This is an optimization exercise on Yosys and OpenROAD, whose aim is small area, a short achievable clock period and few clock cycles, not a production implementation. The RTL was checked by simulation tests, not by an equivalence proof against the original design. Power figures rest on the tool's default switching activity, not on a simulated workload.

== JK ==
// morse_keyer
module morse_keyer (
    input  wire        clk,
    input  wire        rst,           
    input  wire        cmd_valid,
    input  wire [7:0]  cmd_data,
    output wire        cmd_ready,
    output reg         rsp_valid,
    output reg  [7:0]  rsp_code,
    output reg  [31:0] rsp_value,
    output wire        tx_out,
    output wire        ind_out,
    output wire        transmit,
    output wire        busy,
    output wire [3:0]  key_state
);
    localparam [7:0] OP_TICK      = 8'h01;
    localparam [7:0] OP_CONFIGURE = 8'h02;
    localparam [7:0] OP_SEND      = 8'h03;
    localparam [7:0] OP_RESET     = 8'h04;
    localparam [7:0] OP_SET_PRE   = 8'h05;
    localparam [7:0] OP_SET_DUAL  = 8'h06;
    localparam [7:0] OP_SET_TXEN  = 8'h07;
    localparam [7:0] OP_SET_REP   = 8'h08;
    localparam [7:0] OP_READ      = 8'h09;
    localparam [7:0] OP_LOOKUP    = 8'h0A;
    localparam [7:0] RC_OK          = 8'd0;
    localparam [7:0] RC_TOO_LONG    = 8'd1;
    localparam [7:0] RC_BAD_SPEED   = 8'd2;
    localparam [7:0] RC_NOT_ENC     = 8'd3;
    localparam [7:0] RC_BAD_OPERAND = 8'd4;
    localparam [7:0] RC_ILLEGAL_OP  = 8'd5;
    localparam [3:0] S_IDLE     = 4'd0;
    localparam [3:0] S_PREAMBLE = 4'd1;
    localparam [3:0] S_DIT      = 4'd2;
    localparam [3:0] S_DAH      = 4'd3;
    localparam [3:0] S_DITDLY   = 4'd4;
    localparam [3:0] S_DAHDLY   = 4'd5;
    localparam [3:0] S_CHARGAP  = 4'd6;
    localparam [3:0] S_WORDGAP  = 4'd7;
    localparam [3:0] S_REPEAT   = 4'd8;
    localparam [3:0] S_EOM      = 4'd9;
    localparam [7:0] EOC       = 8'h7F;
    localparam [7:0] WORDSPACE = 8'hFF;
    localparam integer TS = 17;
    localparam integer TN = 15;
    localparam integer WK = 4;           
    localparam integer LW = 5;            
    localparam integer HW = 4;            
    localparam [LW-1:0] LO_TOP = TS - 1;
    localparam [HW-1:0] HI_TOP = TN - 1;
    localparam [8*64-1:0] ROM_TAB = {
        8'h35, 8'h7F, 8'h7F, 8'h7F, 8'h7F, 8'hC7, 8'hB7, 8'h97,
        8'h6F, 8'h17, 8'h2F, 8'hBF, 8'h0F, 8'h4F, 8'hD7, 8'h67,
        8'hEF, 8'h9F, 8'hDF, 8'h47, 8'hAF, 8'h77, 8'h1F, 8'h07,
  ...
For scale: ~5000 cells after synthesis, about 1900 flip-flops, roughly 61 I/O pins, about 0.058 mm^2 of cells after synthesis.
Settings: LEC_CHECK=0, CAP_MARGIN=20, CORE_MARGIN=2, CORE_UTILIZATION=60, CTS_CLUSTER_DIAMETER=100, CTS_CLUSTER_SIZE=22, SLEW_MARGIN=20; clock period 15.0 ns.
standard.sh (not shown) runs the stock make flow with config.mk's settings and CLKGATE_MAP_FILE= SYNTH_SCRIPT=/design/flow/synth_recipe.tcl, a recipe that flattens the netlist after the stock synthesis.
==> flow/flow/run.sh <==
#!/bin/bash
# Layout flow: the standard ORFS flow (standard.sh) with two changes.
#  - The timing repair is asked to leave extra setup slack, so that the
#    layout's paths are repaired well below the design's clock period.
#    The constraints (clock period, I/O delays, loads) are the design's own.
#  - After placement, each register that drives an output port's buffer is
#    moved next to that buffer and the placement is legalized again
#    (flow/move_out_regs.tcl), before clock tree synthesis and routing.
# Each step writes its full output to a log file of its own here.
set -euo pipefail
MARGIN=${SETUP_MARGIN_NS:-10.85}
RES=orfs/results/sky130hd/morse_keyer/base
bash standard.sh SETUP_SLACK_MARGIN=$MARGIN place > orfs_place.log 2>&1
ODB_IN=$RES/3_place.odb ODB_OUT=$RES/3_place.odb \
    openroad -no_init -exit flow/move_out_regs.tcl > move_out_regs.log 2>&1
bash standard.sh SETUP_SLACK_MARGIN=$MARGIN finish > orfs_finish.log 2>&1
==> flow/flow/move_out_regs.tcl <==
# Move each register that drives an output port's buffer next to that
# buffer, then legalize. Reads and rewrites the given odb.
read_db $::env(ODB_IN)
set block [ord::get_db_block]
set moved 0
foreach bterm [$block getBTerms] {
  if {[$bterm getIoType] ne "OUTPUT"} { continue }
  set net [$bterm getNet]
  if {$net eq "NULL"} { continue }
  set buf ""
  foreach it [$net getITerms] { if {[$it isOutputSignal]} { set buf [$it getInst] } }
  if {$buf eq ""} { continue }
  set innet ""
  foreach it [$buf getITerms] { if {[$it isInputSignal]} { set innet [$it getNet] } }
  if {$innet eq "" || $innet eq "NULL"} { continue }
  set drv ""
  foreach it [$innet getITerms] { if {[$it isOutputSignal]} { set drv [$it getInst] } }
  if {$drv eq ""} { continue }
  set m [[$drv getMaster] getName]
  if {![string match "*df*" $m]} { continue }
  set loc [$buf getLocation]
  $drv setLocation [lindex $loc 0] [lindex $loc 1]
  incr moved
}
puts "moved $moved registers"
detailed_placement
check_placement
write_db $::env(ODB_OUT)
Testbench counts of JK, summed over its fixed seeds: cycles 144,014.
Setup changes, JK to MS
==> flow/run.sh (new file) <==
#!/bin/bash
# synth_recipe.tcl (not shown) runs the flow's synth.tcl, then flattens the netlist and writes it again
# the make line also repeats each setting of config.mk as NAME=value (left out here)
make -C /OpenROAD-flow-scripts/flow DESIGN_CONFIG=/design/flow/config.mk WORK_HOME=/design/flow/orfs CLKGATE_MAP_FILE= SYNTH_SCRIPT=/design/flow/synth_recipe.tcl finish
removed: flow/flow/run.sh
removed: flow/flow/move_out_regs.tcl
removed: flow/standard.sh
--- outcome ---
Comparing MS with JK, the proportion of power drawn by the clock network came out essentially unchanged.
Fmax deteriorates in MS relative to JK.
Diff JK -> MS: design area went down by about 1.6%, power consumption decreased by 0.59% relative to the old numbers, clock-pin slew reported for the worst setup and hold paths after clock tree synthesis neither gained nor lost much.
[inputs] AL vs MS
==> flow/flow/run.sh (new file) <==
#!/bin/bash
# Layout flow: the standard ORFS flow (standard.sh) with two changes.
#  - The timing repair is asked to leave extra setup slack, so that the
#    layout's paths are repaired well below the design's clock period.
#    The constraints (clock period, I/O delays, loads) are the design's own.
#  - After placement, each register that drives an output port's buffer is
#    moved next to that buffer and the placement is legalized again
#    (flow/move_out_regs.tcl), before clock tree synthesis and routing.
# Each step writes its full output to a log file of its own here.
set -euo pipefail
MARGIN=${SETUP_MARGIN_NS:-11.0}
RES=orfs/results/sky130hd/morse_keyer/base
bash standard.sh SETUP_SLACK_MARGIN=$MARGIN place > orfs_place.log 2>&1
ODB_IN=$RES/3_place.odb ODB_OUT=$RES/3_place.odb \
    openroad -no_init -exit flow/move_out_regs.tcl > move_out_regs.log 2>&1
bash standard.sh SETUP_SLACK_MARGIN=$MARGIN finish > orfs_finish.log 2>&1
==> flow/flow/move_out_regs.tcl (new file) <==
# Move each register that drives an output port's buffer next to that
# buffer, then legalize. Reads and rewrites the given odb.
read_db $::env(ODB_IN)
set block [ord::get_db_block]
set moved 0
foreach bterm [$block getBTerms] {
  if {[$bterm getIoType] ne "OUTPUT"} { continue }
  set net [$bterm getNet]
  if {$net eq "NULL"} { continue }
  set buf ""
  foreach it [$net getITerms] { if {[$it isOutputSignal]} { set buf [$it getInst] } }
  if {$buf eq ""} { continue }
  set innet ""
  foreach it [$buf getITerms] { if {[$it isInputSignal]} { set innet [$it getNet] } }
  if {$innet eq "" || $innet eq "NULL"} { continue }
  set drv ""
  foreach it [$innet getITerms] { if {[$it isOutputSignal]} { set drv [$it getInst] } }
  if {$drv eq ""} { continue }
  set m [[$drv getMaster] getName]
  if {![string match "*df*" $m]} { continue }
  set loc [$buf getLocation]
  $drv setLocation [lindex $loc 0] [lindex $loc 1]
  incr moved
}
puts "moved $moved registers"
detailed_placement
check_placement
write_db $::env(ODB_OUT)
==> flow/standard.sh (new file) <==
#!/bin/bash
# synth_recipe.tcl (not shown) runs the flow's synth.tcl, then flattens the netlist and writes it again
# the make line also repeats each setting of config.mk as NAME=value (left out here)
make -C /OpenROAD-flow-scripts/flow DESIGN_CONFIG=/design/flow/config.mk WORK_HOME=/design/flow/orfs CLKGATE_MAP_FILE= SYNTH_SCRIPT=/design/flow/synth_recipe.tcl "${@:-finish}"
removed: flow/run.sh
==> summary.txt <==
- b0_q[4] as the timing startpoint of the critical path was reported by MS, and tx_out_q by AL.
- Between MS and AL, the diode insertion count for antenna repair is higher for MS.
- Top metal layer carrying routed signals: met5 -> MS, met4 -> AL
- Diff MS -> AL: final critical-path setup slack +1.20 ns, routed via count divided by cell count ~0 delta, logic depth of the worst setup path including buffers -12, wire length of the first global-routing pass +5300 um, routed wire length +about 3.7%.
- Global router's overall resource usage ends up higher on AL.


wip/juniper:
morse_keyer again, from the RTL that the note above started with.
==> flow/config.mk <==
export PLATFORM = sky130hd
export DESIGN_NAME = morse_keyer
export DESIGN_NICKNAME = morse_keyer
export VERILOG_FILES = /design/flow/design.v
export SDC_FILE = /design/flow/constraint.sdc
export NUM_CORES = 4
export LEC_CHECK = 0
export CAP_MARGIN = 20
export CORE_MARGIN = 2
export CORE_UTILIZATION = 60
export CTS_CLUSTER_DIAMETER = 100
export CTS_CLUSTER_SIZE = 22
export SLEW_MARGIN = 20
==> flow/constraint.sdc <==
create_clock -name core_clock -period 15.0 [get_ports {clk}]
set_input_delay 3.0000 -clock core_clock [delete_from_list [all_inputs] [get_ports {clk}]]
set_output_delay 3.0000 -clock core_clock [all_outputs]
set_load 0.01 [all_outputs]
==> flow/flow/run.sh <==
#!/bin/bash
# Layout flow: the standard ORFS flow (standard.sh) with two changes.
#  - The timing repair is asked to leave extra setup slack, so that the
#    layout's paths are repaired well below the design's clock period.
#    The constraints (clock period, I/O delays, loads) are the design's own.
#  - After placement, each register that drives an output port's buffer is
#    moved next to that buffer and the placement is legalized again
#    (flow/move_out_regs.tcl), before clock tree synthesis and routing.
# Each step writes its full output to a log file of its own here.
set -euo pipefail
MARGIN=${SETUP_MARGIN_NS:-10.92}
RES=orfs/results/sky130hd/morse_keyer/base
bash standard.sh SETUP_SLACK_MARGIN=$MARGIN place > orfs_place.log 2>&1
ODB_IN=$RES/3_place.odb ODB_OUT=$RES/3_place.odb \
    openroad -no_init -exit flow/move_out_regs.tcl > move_out_regs.log 2>&1
bash standard.sh SETUP_SLACK_MARGIN=$MARGIN finish > orfs_finish.log 2>&1
==> flow/flow/move_out_regs.tcl <==
# Move each register that drives an output port's buffer next to that
# buffer, then legalize. Reads and rewrites the given odb.
read_db $::env(ODB_IN)
set block [ord::get_db_block]
set moved 0
foreach bterm [$block getBTerms] {
  if {[$bterm getIoType] ne "OUTPUT"} { continue }
  set net [$bterm getNet]
  if {$net eq "NULL"} { continue }
  set buf ""
  foreach it [$net getITerms] { if {[$it isOutputSignal]} { set buf [$it getInst] } }
  if {$buf eq ""} { continue }
  set innet ""
  foreach it [$buf getITerms] { if {[$it isInputSignal]} { set innet [$it getNet] } }
  if {$innet eq "" || $innet eq "NULL"} { continue }
  set drv ""
  foreach it [$innet getITerms] { if {[$it isOutputSignal]} { set drv [$it getInst] } }
  if {$drv eq ""} { continue }
  set m [[$drv getMaster] getName]
  if {![string match "*df*" $m]} { continue }
  set loc [$buf getLocation]
  $drv setLocation [lindex $loc 0] [lindex $loc 1]
  incr moved
}
puts "moved $moved registers"
detailed_placement
check_placement
write_db $::env(ODB_OUT)
Testbench counts of wip/juniper, summed over its fixed seeds: cycles 144,014.
Changes in wip/violet relative to wip/juniper:
==> flow/flow/run.sh <==
#!/bin/bash
# Layout flow: the standard ORFS flow (standard.sh), with the timing
# repair asked to leave extra setup slack, so that the layout's paths are
# repaired well below the design's clock period. The constraints (clock
# period, I/O delays, loads) are the design's own and are not changed.
set -euo pipefail
MARGIN=${SETUP_MARGIN_NS:-11.0}
bash standard.sh SETUP_SLACK_MARGIN=$MARGIN finish > orfs_make.log 2>&1
removed: flow/flow/move_out_regs.tcl
## What came out
Compared with wip/juniper, in wip/violet power saw a decrease; starting DRC count in detailed routing has increased. Compared with wip/juniper, wip/violet shows wire length of the first global-routing pass lower by 2500 microns. wip/violet vs wip/juniper, overall global routing resource usage went down by 0.38 points. Worst-margin pin slew, wip/juniper and wip/violet, higher one = wip/juniper. wip/violet ends up with lower global-route met2 utilization than wip/juniper does. wip/violet and wip/juniper ended up with roughly the same post-synthesis mux area share. Synthesis-to-finish area growth for wip/violet is lower than for wip/juniper. Looking at maximum number of pins on one net before global-route repair, wip/violet sits below wip/juniper. Fraction of area in registers, wip/juniper and wip/violet, lower one = wip/juniper.
Relative to wip/violet, the following input files were edited for wip/lagoon:
- CORE_UTILIZATION: 60 -> 70
diff --git a/flow/flow/run.sh b/flow/flow/run.sh
--- a/flow/flow/run.sh
+++ b/flow/flow/run.sh
@@ -7 +7 @@
-MARGIN=${SETUP_MARGIN_NS:-11.0}
+MARGIN=${SETUP_MARGIN_NS:-10.8}
Higher count of clock-buffer cells in the layout among wip/lagoon and wip/violet: wip/lagoon
Floorplan die area delta for wip/lagoon relative to wip/violet: 0.014 sq mm lower
Looking at critical path capture point, the busy result is from wip/violet; the div_r_q[16]$_DFFE_PN_ one comes from wip/lagoon.
On synthesized cell count, wip/lagoon and wip/violet are basically level.
As far as fraction of power consumed by combinational cells is concerned, wip/lagoon and wip/violet perform about the same.
wip/lagoon vs wip/violet: count of TritonRoute iterations in the first routing pass down in wip/lagoon
Compared with wip/violet, wip/lagoon ends up with less cell area.
Changes observed in wip/lagoon relative to wip/violet: final cell count fell about 3.2%, area taken by multi-input logic gates has decreased.
On met3 wirelength from detailed routing: between wip/lagoon and wip/violet, it ends up lower for wip/violet.
Run comparison: wip/lagoon worst setup path startpoint div_r_q[0]$_DFFE_PN_; wip/violet worst setup path startpoint busy_q$_SDFF_PP0_
For number of DRC violations after detailed-routing iteration 0, dividing the value from wip/violet by the value from wip/lagoon gives 0.73.
wip/lagoon: number of global-route vias before repair is 4460 higher than what wip/violet reported.

==> port drivers added, routing unchanged <==
How much do the figures lean on ideal ports? The routed layouts below were timed once more, with nothing changed but the port constraints. Step 1: set_driving_cell puts a clkbuf_16 on clk and a buf_2 on each other input, an assumption about the parent block. Step 2, shift: input delay + t, output delay - t, t = (earliest + latest rising clock arrival at the registers) / 2. This alone moves slack from input paths to output paths. a / b / c = ideal / step 1 / step 2; a / b = the first two.
run | t, ns | setup slack, ns | worst setup path at the end | worst slew at a driven data input, ns | cell pins on the clock port's net
JK | 0.778 | 10.803 / 10.729 / 10.556 | input to register | 0.04 | 1
MS | 0.769 | 9.630 / 9.630 / 9.630 | register to register | 0.04 | 1
AL | 0.782 | 10.835 / 10.759 / 10.508 | input to register | 0.03 | 1
wip/juniper | 0.768 | 10.832 / 10.762 / 10.566 | input to register | 0.04 | 1
wip/violet | 0.777 | 10.759 / 10.683 / 10.527 | input to register | 0.03 | 1
wip/lagoon | 0.792 | 10.738 / 10.708 / 10.187 | input to register | 0.06 | 1
After both steps setup and hold are still met in every run listed. The setup slack of wip/lagoon, which loses most, moves by -0.030 ns with the drivers and by -0.551 ns with both steps.
